Background: an optimization exercise with open tools, aiming at small area. Do not read the settings as production practice. Where RTL was checked, it was by simulation tests only, not by an equivalence proof against the original. The clock port is modelled as an ideal driver; clocking choices that lean on that would not hold on a real chip. No activity file was given, so power comes from the tool's default toggle rates.

==> inputs of try-garnet <==
// rets_dgim
module rets_dgim (
    input  logic        clk,
    input  logic        rst,           
    input  logic        cmd_valid,
    input  logic [31:0] cmd,
    input  logic [31:0] cmd_data,
    input  logic        tick,
    input  logic [15:0] gpio_in,       
    output logic        rsp_valid,
    output logic [3:0]  rsp_status,
    output logic [63:0] rsp_value,
    output logic        cb_valid,
    output logic [7:0]  cb_id,
    output logic        cb_is_gpio,
    output logic [3:0]  cb_port,
    output logic [3:0]  cb_index,
    output logic [15:0] gpio_out,
    output logic [15:0] gpio_oe,
    output logic [15:0] gpio_pull_en
);
Settings: LEC_CHECK=0, CAP_MARGIN=10, CORE_MARGIN=2, CORE_UTILIZATION=50, SLEW_MARGIN=10; clock period 20.0 ns.
standard.sh (not shown) runs the stock make flow with config.mk's settings and CLKGATE_MAP_FILE= SYNTH_SCRIPT=/design/flow/synth_recipe.tcl, a recipe that flattens the netlist after the stock synthesis.
==> flow/flow/run.sh <==
#!/bin/bash
# Layout flow: the standard layout (standard.sh), with these changes in how it is made:
#   - synthesis maps the logic with an area-oriented ABC script (flow/abc_area.script);
#     everything else in synthesis, including the register mapping, is the standard one;
#   - ports are buffered with sky130_fd_sc_hd__buf_1;
#   - clock tree synthesis builds the tree from small clock buffers with small sink clusters
#     and no dummy loads; if the clock-pin slew of that tree (estimated from placement) is
#     high, it is built again with smaller clusters, and at last with the standard settings.
# Each step's output goes to a run_*.log file here; ORFS's own logs are under orfs/logs.
set -euo pipefail
W=$(pwd)
R="$W/orfs/results/sky130hd/rets_dgim/base"
rm -rf "$W/scripts_area"
mkdir -p "$W/scripts_area"
cp -r "$FLOW_HOME/scripts/." "$W/scripts_area/"
cp "$W/flow/abc_area.script" "$W/scripts_area/abc_area.script"
bash "$W/standard.sh" SCRIPTS_DIR="$W/scripts_area" ABC_AREA=1 synth > "$W/run_synth.log" 2>&1

PB="BUFFER_PORTS_ARGS=-buffer_cell sky130_fd_sc_hd__buf_1"
bash "$W/standard.sh" "$PB" place > "$W/run_place.log" 2>&1

C4=sky130_fd_sc_hd__clkbuf_4
BASE="-sink_clustering_enable -repair_clock_nets"
TRIES=(
  "$BASE -dont_use_dummy_load -buf_list $C4 -sink_clustering_size 9 -sink_clustering_max_diameter 35"
  "$BASE -dont_use_dummy_load -buf_list $C4 -sink_clustering_size 8 -sink_clustering_max_diameter 30"
  "$BASE -dont_use_dummy_load"
)
CHOSEN=""
i=0
for args in "${TRIES[@]}"; do
  i=$((i + 1))
  rm -f "$R"/4_*
  bash "$W/standard.sh" "$PB" "CTS_ARGS=$args" cts > "$W/run_cts_$i.log" 2>&1
  RES="$R" openroad -no_init -exit "$W/flow/slew.tcl" > "$W/run_slew_$i.log" 2>&1 || true
  s=$(sed -n 's/^MAXSLEW //p' "$W/run_slew_$i.log" | tail -1)
  CHOSEN="$args"
  if [[ -n "$s" ]] && awk -v s="$s" 'BEGIN { exit !(s < 0.110) }'; then
    break
  fi
done
echo "clock tree: $CHOSEN" > "$W/run_cts_chosen.log"
bash "$W/standard.sh" "$PB" "CTS_ARGS=$CHOSEN" finish > "$W/run_layout.log" 2>&1
==> flow/flow/abc_area.script <==
strash
&get -n
&st
&dch -f
&nf -R 1000 -F 8 -A 4 -p
&put
topo
==> flow/flow/slew.tcl <==
# Largest slew at a flip-flop clock pin of the clock-tree result, with placement parasitics.
set P $::env(FLOW_HOME)/platforms/sky130hd
set R $::env(RES)
read_lef $P/lef/sky130_fd_sc_hd.tlef
read_lef $P/lef/sky130_fd_sc_hd_merged.lef
read_liberty $P/lib/sky130_fd_sc_hd__tt_025C_1v80.lib
read_db $R/4_cts.odb
read_sdc $R/4_cts.sdc
source $P/setRC.tcl
set_propagated_clock [all_clocks]
estimate_parasitics -placement
set mx 0
foreach p [get_pins -hierarchical */CLK] {
  set s [get_property $p slew_max]
  if {$s > $mx} { set mx $s }
}
puts "MAXSLEW $mx"
==> try-fjord (differences from try-garnet) <==
--- a/flow/design.v
+++ b/flow/design.v
@@ -96,13 +96,13 @@
     assign ch      = cmd[26:24];
     assign ch_ok   = ~cmd[27];
     assign port_ok = (cmd[27:26] == 2'b00) && (cmd[25] ^ cmd[24]);
     assign pi      = cmd[25];
     assign mask    = cmd[23:16];
     assign flags   = cmd[15:8];
-    assign vbyte   = cmd[7:0] & {8{~rst}};
+    assign vbyte   = cmd[7:0];
     function automatic logic [7:0] lowbit(input logic [7:0] m);
         lowbit = m & (~m + 8'd1);
     endfunction
     function automatic logic [2:0] enc8(input logic [7:0] oh);
         enc8 = {oh[4] | oh[5] | oh[6] | oh[7],
                 oh[2] | oh[3] | oh[6] | oh[7],
@@ -235,33 +235,33 @@
     assign busy_d = busy_1 & ~c_cbdone;
     assign busyp_d = (busy_d & gpio_1) ? port_1 : 2'b00;
     always_comb begin
         for (int p = 0; p < 2; p++) begin
             logic sel, g, d, w;
             logic [7:0] lvl0, lvl2, ecmd, eenv, clr;
-            sel = port_ok & (pi == p[0]) & ~rst;
+            sel = port_ok & (pi == p[0]);
             g   = gen & sel;
             d   = gdis & sel;
-            w   = (pwr_ok & sel) | rst;      
+            w   = pwr_ok & sel;
             out_d[p] = out_q[p];
             if (g && pu) out_d[p] = out_q[p] | mask;
             if (g && pd) out_d[p] = out_q[p] & ~mask;
-            if (w && (rst || f_reg[2:0] == 3'd1)) out_d[p] = vbyte;
+            if (w && f_reg[2:0] == 3'd1) out_d[p] = vbyte;
             dir_d[p] = dir_q[p];
             if (g) dir_d[p] = dir_q[p] & ~mask;
-            if (w && (rst || f_reg[2:0] == 3'd2)) dir_d[p] = vbyte;
+            if (w && f_reg[2:0] == 3'd2) dir_d[p] = vbyte;
             ren_d[p] = ren_q[p];
             if (g) ren_d[p] = (pu | pd) ? (ren_q[p] | mask) : (ren_q[p] & ~mask);
-            if (w && (rst || f_reg[2:0] == 3'd3)) ren_d[p] = vbyte;
+            if (w && f_reg[2:0] == 3'd3) ren_d[p] = vbyte;
             ies_d[p] = ies_q[p];
             if (g) ies_d[p] = flags[1] ? (ies_q[p] | mask) : (ies_q[p] & ~mask);
-            if (w && (rst || f_reg[2:0] == 3'd4)) ies_d[p] = vbyte;
+            if (w && f_reg[2:0] == 3'd4) ies_d[p] = vbyte;
             ie_d[p] = ie_q[p];
             if (g) ie_d[p] = ie_q[p] | mask;
             if (d) ie_d[p] = ie_q[p] & ~mask;
-            if (w && (rst || f_reg[2:0] == 3'd5)) ie_d[p] = vbyte;
+            if (w && f_reg[2:0] == 3'd5) ie_d[p] = vbyte;
             lvl0 = (dir_q[p] & out_q[p]) | (~dir_q[p] & ext_q[p]);
             lvl2 = (dir_d[p] & out_d[p]) | (~dir_d[p] & ext_q[p]);
             ecmd = (~lvl0 & lvl2 & ~ies_d[p]) | (lvl0 & ~lvl2 & ies_d[p]);
             clr  = (g ? hoh : 8'd0) |
                    ((c_prd && sel && f_reg[2:0] == 3'd7) ? lowbit(ifg_1[p]) : 8'd0);
             ifg_d[p] = (ifg_1[p] | ecmd) & ~clr;
@@ -276,21 +276,21 @@
     end
     logic        ticked, wrap, ovf_2;
     logic [15:0] cnt_2, cnt_n;
     logic [7:0]  tsetc, armed_d, ccifg_d;
     logic        wr_hit;
     assign tsetc  = tset_ok ? chd : 8'd0;
-    assign ticked = tick & ~rst & (run_q | c_tinit);
-    assign cnt_2  = (rst | c_tinit) ? 16'd0 : cnt_q;
+    assign ticked = tick & (run_q | c_tinit);
+    assign cnt_2  = c_tinit ? 16'd0 : cnt_q;
     assign cnt_n  = cnt_2 + 16'd1;
     assign wrap   = ticked & (cnt_2 == 16'hFFFF);
-    assign ovf_2  = ovf_1 & ~(rst | c_tinit);
+    assign ovf_2  = ovf_1 & ~c_tinit;
     assign wr_hit = (cmd[15:0] == cnt_n);    
     always_comb begin
-        armed_d = (armed_1 | tsetc) & ~(tunset_ok ? chd : 8'd0) & {8{~(rst | c_tinit)}};
-        ccifg_d = ccifg_1 & ~(((tset_ok | tunset_ok) ? chd : 8'd0)) & {8{~(rst | c_tinit)}};
+        armed_d = (armed_1 | tsetc) & ~(tunset_ok ? chd : 8'd0) & {8{~c_tinit}};
+        ccifg_d = ccifg_1 & ~(((tset_ok | tunset_ok) ? chd : 8'd0)) & {8{~c_tinit}};
         if (ticked)
             for (int c = 0; c < 8; c++)
                 if (tsetc[c] ? wr_hit : (cnt_n == ccr_q[c])) ccifg_d[c] = 1'b1;
     end
     logic [3:0]  st_d;
     always_comb begin
@@ -433,18 +433,12 @@
                 end
                 if (clr_g | (s_port & acc & dbn & (sp == p[0]) & (pin == 3'(i))))
                     last_q[p][i] <= last_wd;
             end
         end
         ext_q <= gpio_in;
-        cnt_q   <= ticked ? cnt_n : cnt_2;
-        round_q <= (rst | c_tinit) ? 32'd0 : round_1;
-        ovf_q   <= ovf_2 | wrap;
-        armed_q <= armed_d;
-        ccifg_q <= ccifg_d;
-        out_q <= out_d;  dir_q <= dir_d;  ren_q <= ren_d;  ies_q <= ies_d;  ie_q <= ie_d;
         rsp_status <= st_d;
         rk_q       <= rk_d;
         tq_sel     <= (c_tquery & ch_ok) ? chd : 8'd0;
         gq_sel[0]  <= (rk_d == R_GQUERY && !pi) ? 8'(1 << cmd[18:16]) : 8'd0;
         gq_sel[1]  <= (rk_d == R_GQUERY && pi) ? 8'(1 << cmd[18:16]) : 8'd0;
         rsub_q     <= (c_gquery ? cmd[18:16] : (c_tquery ? ch : f_reg[2:0]));
@@ -457,25 +451,33 @@
             cbp_q      <= port_1;
             cbi_q      <= idx_1;
         end
     end
     always_ff @(posedge clk) begin
         if (rst) begin
-            run_q <= 1'b0;
+            cnt_q <= '0;  run_q <= 1'b0;  round_q <= '0;  ovf_q <= 1'b0;
+            armed_q <= '0;  ccifg_q <= '0;
             cpend0_q <= 1'b0;  cpendv_q <= 1'b0;  tspur_q <= '0;
-            ifg_q <= '0;  pend_q <= '0;
+            out_q <= '0;  dir_q <= '0;  ren_q <= '0;  ies_q <= '0;
+            ie_q <= '0;  ifg_q <= '0;  pend_q <= '0;
             bounce_q <= '0;  spur_q <= '0;  ginit_q <= 1'b0;
             gie_q <= 1'b0;  busy_q <= 1'b0;
             fault_uninit_q <= 1'b0;  fault_ovf_q <= 1'b0;  flag_multi_q <= 1'b0;
             rsp_valid <= 1'b0;  cb_valid <= 1'b0;
         end else begin
+            cnt_q   <= ticked ? cnt_n : cnt_2;
             run_q   <= run_q | c_tinit;
+            round_q <= c_tinit ? 32'd0 : round_1;
+            ovf_q   <= ovf_2 | wrap;
+            armed_q <= armed_d;
+            ccifg_q <= ccifg_d;
             cpend0_q <= cpend0_1 | (ccifg_d[0] & armed_d[0]);
             cpendv_q <= cpendv_1 | (|(ccifg_d[7:1] & armed_d[7:1]));
             tspur_q <= tspur_1;
-            ifg_q <= ifg_d;  pend_q <= pend_d;
+            out_q <= out_d;  dir_q <= dir_d;  ren_q <= ren_d;  ies_q <= ies_d;
+            ie_q <= ie_d;  ifg_q <= ifg_d;  pend_q <= pend_d;
             bounce_q <= bounce_1;  spur_q <= spur_1;
             ginit_q <= ginit_q | c_ginit;
             gie_q <= c_intctl ? cmd[0] : gie_q;
             busy_q <= busy_d;
             fault_uninit_q <= fault_uninit_q | (c_tset & ~run_q) | (c_gset & ~ginit_q);
             fault_ovf_q <= fault_ovf_q | (wrap & ovf_2);
==> flow/flow/run.sh (replaced) <==
#!/bin/bash
# Layout flow: the standard layout, with three changes in how it is made:
#   - synthesis maps the logic with an area-oriented ABC script (flow/abc_area.script);
#     everything else in synthesis, including the register mapping, is the standard one;
#   - ports are buffered with sky130_fd_sc_hd__buf_1;
#   - clock tree synthesis inserts no dummy loads.
set -euo pipefail
W=$(pwd)
rm -rf "$W/scripts_area"
mkdir -p "$W/scripts_area"
cp -r "$FLOW_HOME/scripts/." "$W/scripts_area/"
cp "$W/flow/abc_area.script" "$W/scripts_area/abc_area.script"
bash "$W/standard.sh" SCRIPTS_DIR="$W/scripts_area" ABC_AREA=1 synth > "$W/run_synth.log" 2>&1
bash "$W/standard.sh" \
  "BUFFER_PORTS_ARGS=-buffer_cell sky130_fd_sc_hd__buf_1" \
  "CTS_ARGS=-sink_clustering_enable -repair_clock_nets -dont_use_dummy_load" \
  finish > "$W/run_layout.log" 2>&1
Settings changed: CAP_MARGIN 10 to 20, CORE_UTILIZATION 50 to 30, SLEW_MARGIN 10 to 20.
removed: flow/flow/slew.tcl
==> try-delta (differences from try-garnet) <==
--- a/flow/design.v
+++ b/flow/design.v
@@ -224,13 +224,14 @@
             if (mask[k]) hoh = 8'(1 << k);
     end
     logic pu, pd, pwr_ok;
     assign pu     = flags[3];
     assign pd     = flags[4] & ~flags[3];
     assign pwr_ok = c_pwr & port_ok;
-    logic [1:0][7:0] out_d, dir_d, ren_d, ies_d, ie_d, ifg_d;
+    logic [1:0][7:0] out_d, dir_d, ies_d, ie_d, ifg_d;
+    logic [1:0][7:0] ren_we, ren_wd;   
     logic [1:0]      pend_d;
     logic [1:0][7:0] ie_eff_d;
     logic            busy_d;
     logic [1:0]      busyp_d;
     assign busy_d = busy_1 & ~c_cbdone;
     assign busyp_d = (busy_d & gpio_1) ? port_1 : 2'b00;
@@ -246,15 +247,18 @@
             if (g && pu) out_d[p] = out_q[p] | mask;
             if (g && pd) out_d[p] = out_q[p] & ~mask;
             if (w && (rst || f_reg[2:0] == 3'd1)) out_d[p] = vbyte;
             dir_d[p] = dir_q[p];
             if (g) dir_d[p] = dir_q[p] & ~mask;
             if (w && (rst || f_reg[2:0] == 3'd2)) dir_d[p] = vbyte;
-            ren_d[p] = ren_q[p];
-            if (g) ren_d[p] = (pu | pd) ? (ren_q[p] | mask) : (ren_q[p] & ~mask);
-            if (w && (rst || f_reg[2:0] == 3'd3)) ren_d[p] = vbyte;
+            ren_we[p] = g ? mask : 8'd0;
+            ren_wd[p] = {8{pu | pd}};
+            if (w && (rst || f_reg[2:0] == 3'd3)) begin
+                ren_we[p] = 8'hFF;
+                ren_wd[p] = vbyte;
+            end
             ies_d[p] = ies_q[p];
             if (g) ies_d[p] = flags[1] ? (ies_q[p] | mask) : (ies_q[p] & ~mask);
             if (w && (rst || f_reg[2:0] == 3'd4)) ies_d[p] = vbyte;
             ie_d[p] = ie_q[p];
             if (g) ie_d[p] = ie_q[p] | mask;
             if (d) ie_d[p] = ie_q[p] & ~mask;
@@ -317,24 +321,26 @@
     localparam logic [3:0] R_BOUNCE = 4'd9;
     localparam logic [3:0] R_SPUR   = 4'd10;
     localparam logic [3:0] R_TSPUR  = 4'd11;
     localparam logic [3:0] R_ROUND  = 4'd12;
     logic [3:0]  rk_d, rk_q;
     logic [7:0]  tq_sel;           
-    logic [1:0][7:0] gq_sel;       
+    assign tq_sel = (rk_q == R_TQUERY) ? 8'(1 << rsub_q) : 8'd0;
+    logic [7:0]  gq_sel;           
+    assign gq_sel = (rk_q == R_GQUERY) ? 8'(1 << rsub_q) : 8'd0;
     logic [2:0]  rsub_q;           
     logic        rpi_q;            
     logic        rbit_d, rbit_q;   
     logic [7:0]  snap_d;
     logic [15:0] snap_q;
     always_comb begin
         logic [7:0] ifgp, lv;
         ifgp   = ifg_1[pi];
         lv     = (dir_q[pi] & out_q[pi]) | (~dir_q[pi] & ext_q[pi]);
         rk_d   = R_ZERO;
-        rbit_d = c_tnowx ? ovf_q : ccifg_1[ch];
+        rbit_d = c_tnowx ? ovf_1 : ccifg_1[ch];
         snap_d = cnt_q[7:0];
         if (c_tnow)  rk_d = R_TNOW;
         if (c_tnowx) rk_d = R_TNOWX;
         if (c_tquery && ch_ok) rk_d = R_TQUERY;
         if (c_gquery && port_ok && cmd[23:19] == 5'd0) rk_d = R_GQUERY;
         if (c_prd && port_ok) begin
@@ -397,13 +403,13 @@
         for (int c = 0; c < 8; c++)
             if (tq_sel[c])
                 rsp_value = rsp_value | {armed_q[c] ? tcb_q[c] : 8'd0, 5'd0, rbit_q, armed_q[c],
                                          armed_q[c], ccr_q[c], tround_q[c]};
         for (int q = 0; q < 2; q++)
             for (int i = 0; i < 8; i++)
-                if (gq_sel[q][i])
+                if (gq_sel[i] && rpi_q == q[0])
                     rsp_value[31:0] = rsp_value[31:0] |
                                       {pcb_q[q][i], 7'd0, deb_q[q][i], last_q[q][i]};
     end
     logic clr_t;                   
     logic clr_g;                   
     assign clr_t = rst | c_tinit;
@@ -438,18 +444,18 @@
         ext_q <= gpio_in;
         cnt_q   <= ticked ? cnt_n : cnt_2;
         round_q <= (rst | c_tinit) ? 32'd0 : round_1;
         ovf_q   <= ovf_2 | wrap;
         armed_q <= armed_d;
         ccifg_q <= ccifg_d;
-        out_q <= out_d;  dir_q <= dir_d;  ren_q <= ren_d;  ies_q <= ies_d;  ie_q <= ie_d;
+        out_q <= out_d;  dir_q <= dir_d;  ies_q <= ies_d;  ie_q <= ie_d;
+        for (int p = 0; p < 2; p++)
+            for (int i = 0; i < 8; i++)
+                if (ren_we[p][i]) ren_q[p][i] <= ren_wd[p][i];
         rsp_status <= st_d;
         rk_q       <= rk_d;
-        tq_sel     <= (c_tquery & ch_ok) ? chd : 8'd0;
-        gq_sel[0]  <= (rk_d == R_GQUERY && !pi) ? 8'(1 << cmd[18:16]) : 8'd0;
-        gq_sel[1]  <= (rk_d == R_GQUERY && pi) ? 8'(1 << cmd[18:16]) : 8'd0;
         rsub_q     <= (c_gquery ? cmd[18:16] : (c_tquery ? ch : f_reg[2:0]));
         rpi_q      <= pi;
         rbit_q     <= rbit_d;
         snap_q     <= {cnt_q[15:8], snap_d};
         if (emit) begin
             cb_id      <= ecb_1;
--- a/flow/flow/run.sh
+++ b/flow/flow/run.sh
@@ -1,11 +1,12 @@
 #!/bin/bash
 # Layout flow: the standard layout (standard.sh), with these changes in how it is made:
 #   - synthesis maps the logic with an area-oriented ABC script (flow/abc_area.script);
 #     everything else in synthesis, including the register mapping, is the standard one;
 #   - ports are buffered with sky130_fd_sc_hd__buf_1;
+#   - after global routing, gates on paths with positive slack are downsized (RECOVER_POWER);
 #   - clock tree synthesis builds the tree from small clock buffers with small sink clusters
 #     and no dummy loads; if the clock-pin slew of that tree (estimated from placement) is
 #     high, it is built again with smaller clusters, and at last with the standard settings.
 # Each step's output goes to a run_*.log file here; ORFS's own logs are under orfs/logs.
 set -euo pipefail
 W=$(pwd)
@@ -19,12 +20,13 @@
 PB="BUFFER_PORTS_ARGS=-buffer_cell sky130_fd_sc_hd__buf_1"
 bash "$W/standard.sh" "$PB" place > "$W/run_place.log" 2>&1
 
 C4=sky130_fd_sc_hd__clkbuf_4
 BASE="-sink_clustering_enable -repair_clock_nets"
 TRIES=(
+  "$BASE -dont_use_dummy_load -buf_list $C4 -sink_clustering_size 10 -sink_clustering_max_diameter 40"
   "$BASE -dont_use_dummy_load -buf_list $C4 -sink_clustering_size 9 -sink_clustering_max_diameter 35"
   "$BASE -dont_use_dummy_load -buf_list $C4 -sink_clustering_size 8 -sink_clustering_max_diameter 30"
   "$BASE -dont_use_dummy_load"
 )
 CHOSEN=""
 i=0
@@ -32,12 +34,12 @@
   i=$((i + 1))
   rm -f "$R"/4_*
   bash "$W/standard.sh" "$PB" "CTS_ARGS=$args" cts > "$W/run_cts_$i.log" 2>&1
   RES="$R" openroad -no_init -exit "$W/flow/slew.tcl" > "$W/run_slew_$i.log" 2>&1 || true
   s=$(sed -n 's/^MAXSLEW //p' "$W/run_slew_$i.log" | tail -1)
   CHOSEN="$args"
-  if [[ -n "$s" ]] && awk -v s="$s" 'BEGIN { exit !(s < 0.110) }'; then
+  if [[ -n "$s" ]] && awk -v s="$s" 'BEGIN { exit !(s < 0.114) }'; then
     break
   fi
 done
 echo "clock tree: $CHOSEN" > "$W/run_cts_chosen.log"
-bash "$W/standard.sh" "$PB" "CTS_ARGS=$CHOSEN" finish > "$W/run_layout.log" 2>&1
+bash "$W/standard.sh" "$PB" "CTS_ARGS=$CHOSEN" RECOVER_POWER=100 finish > "$W/run_layout.log" 2>&1
==> flow/flow/abc_area.script (replaced) <==
strash
&get -n
&st
&dc2
&dch -f
&nf -R 1000 -F 8 -A 4 -p -E 10
&put
topo
==> try-tundra (differences from try-garnet) <==
--- a/flow/design.v
+++ b/flow/design.v
@@ -224,13 +224,14 @@
             if (mask[k]) hoh = 8'(1 << k);
     end
     logic pu, pd, pwr_ok;
     assign pu     = flags[3];
     assign pd     = flags[4] & ~flags[3];
     assign pwr_ok = c_pwr & port_ok;
-    logic [1:0][7:0] out_d, dir_d, ren_d, ies_d, ie_d, ifg_d;
+    logic [1:0][7:0] out_d, dir_d, ies_d, ie_d, ifg_d;
+    logic [1:0][7:0] ren_we, ren_wd;   
     logic [1:0]      pend_d;
     logic [1:0][7:0] ie_eff_d;
     logic            busy_d;
     logic [1:0]      busyp_d;
     assign busy_d = busy_1 & ~c_cbdone;
     assign busyp_d = (busy_d & gpio_1) ? port_1 : 2'b00;
@@ -246,15 +247,18 @@
             if (g && pu) out_d[p] = out_q[p] | mask;
             if (g && pd) out_d[p] = out_q[p] & ~mask;
             if (w && (rst || f_reg[2:0] == 3'd1)) out_d[p] = vbyte;
             dir_d[p] = dir_q[p];
             if (g) dir_d[p] = dir_q[p] & ~mask;
             if (w && (rst || f_reg[2:0] == 3'd2)) dir_d[p] = vbyte;
-            ren_d[p] = ren_q[p];
-            if (g) ren_d[p] = (pu | pd) ? (ren_q[p] | mask) : (ren_q[p] & ~mask);
-            if (w && (rst || f_reg[2:0] == 3'd3)) ren_d[p] = vbyte;
+            ren_we[p] = g ? mask : 8'd0;
+            ren_wd[p] = {8{pu | pd}};
+            if (w && (rst || f_reg[2:0] == 3'd3)) begin
+                ren_we[p] = 8'hFF;
+                ren_wd[p] = vbyte;
+            end
             ies_d[p] = ies_q[p];
             if (g) ies_d[p] = flags[1] ? (ies_q[p] | mask) : (ies_q[p] & ~mask);
             if (w && (rst || f_reg[2:0] == 3'd4)) ies_d[p] = vbyte;
             ie_d[p] = ie_q[p];
             if (g) ie_d[p] = ie_q[p] | mask;
             if (d) ie_d[p] = ie_q[p] & ~mask;
@@ -317,24 +321,26 @@
     localparam logic [3:0] R_BOUNCE = 4'd9;
     localparam logic [3:0] R_SPUR   = 4'd10;
     localparam logic [3:0] R_TSPUR  = 4'd11;
     localparam logic [3:0] R_ROUND  = 4'd12;
     logic [3:0]  rk_d, rk_q;
     logic [7:0]  tq_sel;           
-    logic [1:0][7:0] gq_sel;       
+    assign tq_sel = (rk_q == R_TQUERY) ? 8'(1 << rsub_q) : 8'd0;
+    logic [7:0]  gq_sel;           
+    assign gq_sel = (rk_q == R_GQUERY) ? 8'(1 << rsub_q) : 8'd0;
     logic [2:0]  rsub_q;           
     logic        rpi_q;            
     logic        rbit_d, rbit_q;   
     logic [7:0]  snap_d;
     logic [15:0] snap_q;
     always_comb begin
         logic [7:0] ifgp, lv;
         ifgp   = ifg_1[pi];
         lv     = (dir_q[pi] & out_q[pi]) | (~dir_q[pi] & ext_q[pi]);
         rk_d   = R_ZERO;
-        rbit_d = c_tnowx ? ovf_q : ccifg_1[ch];
+        rbit_d = c_tnowx ? ovf_1 : ccifg_1[ch];
         snap_d = cnt_q[7:0];
         if (c_tnow)  rk_d = R_TNOW;
         if (c_tnowx) rk_d = R_TNOWX;
         if (c_tquery && ch_ok) rk_d = R_TQUERY;
         if (c_gquery && port_ok && cmd[23:19] == 5'd0) rk_d = R_GQUERY;
         if (c_prd && port_ok) begin
@@ -397,13 +403,13 @@
         for (int c = 0; c < 8; c++)
             if (tq_sel[c])
                 rsp_value = rsp_value | {armed_q[c] ? tcb_q[c] : 8'd0, 5'd0, rbit_q, armed_q[c],
                                          armed_q[c], ccr_q[c], tround_q[c]};
         for (int q = 0; q < 2; q++)
             for (int i = 0; i < 8; i++)
-                if (gq_sel[q][i])
+                if (gq_sel[i] && rpi_q == q[0])
                     rsp_value[31:0] = rsp_value[31:0] |
                                       {pcb_q[q][i], 7'd0, deb_q[q][i], last_q[q][i]};
     end
     logic clr_t;                   
     logic clr_g;                   
     assign clr_t = rst | c_tinit;
@@ -438,18 +444,18 @@
         ext_q <= gpio_in;
         cnt_q   <= ticked ? cnt_n : cnt_2;
         round_q <= (rst | c_tinit) ? 32'd0 : round_1;
         ovf_q   <= ovf_2 | wrap;
         armed_q <= armed_d;
         ccifg_q <= ccifg_d;
-        out_q <= out_d;  dir_q <= dir_d;  ren_q <= ren_d;  ies_q <= ies_d;  ie_q <= ie_d;
+        out_q <= out_d;  dir_q <= dir_d;  ies_q <= ies_d;  ie_q <= ie_d;
+        for (int p = 0; p < 2; p++)
+            for (int i = 0; i < 8; i++)
+                if (ren_we[p][i]) ren_q[p][i] <= ren_wd[p][i];
         rsp_status <= st_d;
         rk_q       <= rk_d;
-        tq_sel     <= (c_tquery & ch_ok) ? chd : 8'd0;
-        gq_sel[0]  <= (rk_d == R_GQUERY && !pi) ? 8'(1 << cmd[18:16]) : 8'd0;
-        gq_sel[1]  <= (rk_d == R_GQUERY && pi) ? 8'(1 << cmd[18:16]) : 8'd0;
         rsub_q     <= (c_gquery ? cmd[18:16] : (c_tquery ? ch : f_reg[2:0]));
         rpi_q      <= pi;
         rbit_q     <= rbit_d;
         snap_q     <= {cnt_q[15:8], snap_d};
         if (emit) begin
             cb_id      <= ecb_1;
--- a/flow/flow/run.sh
+++ b/flow/flow/run.sh
@@ -19,12 +19,13 @@
 PB="BUFFER_PORTS_ARGS=-buffer_cell sky130_fd_sc_hd__buf_1"
 bash "$W/standard.sh" "$PB" place > "$W/run_place.log" 2>&1
 
 C4=sky130_fd_sc_hd__clkbuf_4
 BASE="-sink_clustering_enable -repair_clock_nets"
 TRIES=(
+  "$BASE -dont_use_dummy_load -buf_list $C4 -sink_clustering_size 10 -sink_clustering_max_diameter 40"
   "$BASE -dont_use_dummy_load -buf_list $C4 -sink_clustering_size 9 -sink_clustering_max_diameter 35"
   "$BASE -dont_use_dummy_load -buf_list $C4 -sink_clustering_size 8 -sink_clustering_max_diameter 30"
   "$BASE -dont_use_dummy_load"
 )
 CHOSEN=""
 i=0
@@ -32,12 +33,12 @@
   i=$((i + 1))
   rm -f "$R"/4_*
   bash "$W/standard.sh" "$PB" "CTS_ARGS=$args" cts > "$W/run_cts_$i.log" 2>&1
   RES="$R" openroad -no_init -exit "$W/flow/slew.tcl" > "$W/run_slew_$i.log" 2>&1 || true
   s=$(sed -n 's/^MAXSLEW //p' "$W/run_slew_$i.log" | tail -1)
   CHOSEN="$args"
-  if [[ -n "$s" ]] && awk -v s="$s" 'BEGIN { exit !(s < 0.110) }'; then
+  if [[ -n "$s" ]] && awk -v s="$s" 'BEGIN { exit !(s < 0.116) }'; then
     break
   fi
 done
 echo "clock tree: $CHOSEN" > "$W/run_cts_chosen.log"
 bash "$W/standard.sh" "$PB" "CTS_ARGS=$CHOSEN" finish > "$W/run_layout.log" 2>&1
==> flow/flow/abc_area.script (replaced) <==
strash
&get -n
&st
&dc2
&dch -f
&nf -R 1000 -F 8 -A 4 -p -E 10
&put
topo
Settings changed: CORE_UTILIZATION 50 to 60, PLACE_DENSITY set to 0.7.
==> summary.txt <==
|  | try-delta | try-fjord | try-tundra | try-garnet |
|---|---|---|---|---|
| Outcome | failed layout checks | complete, no violations | complete, no violations | complete, no violations |
| Layout check failures | max-capacitance violations, max-slew violations | - | - | - |
| Mapped Area | 54800 um^2 | 56200 um^2 | 54800 um^2 | 55600 um^2 |
| Min cycle time layout | 14.95 ns | 12.02 ns | 11.62 ns | 11.13 ns |
| Type of the worst setup path | primary input to flop | flop to flop | flop to flop | flop to flop |
| Peak ir drop on the vdd network | 0.0534 mV | 0.0925 mV | 0.0587 mV | 0.0505 mV |
| Maximum cell stage delay along the critical path | 4.08 ns | 0.78 ns | 1.02 ns | 0.72 ns |
| Vias after detailed routing | 49559 | 49753 | 50285 | 48954 |
| Num CTS Buffers | 176 | 133 | 165 | 211 |
| Average routed wire per standard cell | 36.0 um | 31.6 um | 35.5 um | 33.3 um |
| Min-delay src | fault_uninit_q | spur_q[15] | fault_ovf_q | spur_q[15] |
| Adder-Cell Fraction of Synth Area | 1.84% | 1.80% | 1.84% | 1.81% |
| Cell area after placement | 59100 um^2 | 61600 um^2 | 58700 um^2 | 59900 um^2 |
| Slew @ Worst Pin | 5.96 ns | 1.18 ns | 1.24 ns | 1.24 ns |
| Tap cells | 1414 | 2480 | 1176 | 1488 |
| End point of the worst hold path | fault_uninit_q | spur_q[15] | fault_ovf_q | spur_q[15] |
| Leakage | 20.7 nW | 22.4 nW | 20.9 nW | 21.2 nW |
| Worst path required time | 20.83 ns | 20.57 ns | 21.00 ns | 21.04 ns |
| Number of clock buffers in the layout | 176 | 133 | 165 | 211 |
| Detailed Route Iter0 Violations | 10925 | 9646 | 11831 | 9149 |
| Worst path buffer plus inverter count | 5 | 5 | 3 | 6 |
| Final worst setup slack | 5.05 ns | 7.98 ns | 8.38 ns | 8.87 ns |
| Initial core utilization | 50.4% | 30.3% | 60.7% | 50.3% |
| Pin count of the biggest net entering global routing | 120 | 155 | 119 | 89 |
The RTL of try-garnet was laid out without a check of its function.

-- re-timing with driven ports --
In the flow no input, the clock included, has a driving cell. The finished layouts below were timed again as built, in two steps.
Step 1, drivers: a clkbuf_16 drives clk and a buf_2 each remaining input, both assumed.
Step 2 adds t to the input delays and takes it off the output delays; t is the mean of the earliest and latest rising clock arrival at the registers after step 1. Input paths then give back, and output paths get back, about the clock's delay inside the block.
Slacks: ideal / step 1 / step 2; pairs: ideal / step 1.
run	shift t [ns]	setup slack, ns	worst hold slack (ns)	clock arrival spread, ns	cell pins on the clock port's net
try-garnet	1.241	8.866 / 8.866 / 8.498	0.479 / 0.479 / 0.479	0.123 / 0.122	1
try-fjord	0.823	7.983 / 7.983 / 7.504	0.456 / 0.456 / 0.456	0.087 / 0.087	1
try-delta	1.224	5.053 / 5.021 / 3.798	0.453 / 0.453 / 0.453	0.137 / 0.137	1
try-tundra	1.240	8.376 / 8.376 / 7.823	0.490 / 0.490 / 0.490	0.119 / 0.119	1
The setup slack of try-delta, which loses most, moves by -0.032 ns with the drivers and by -1.255 ns with both steps.
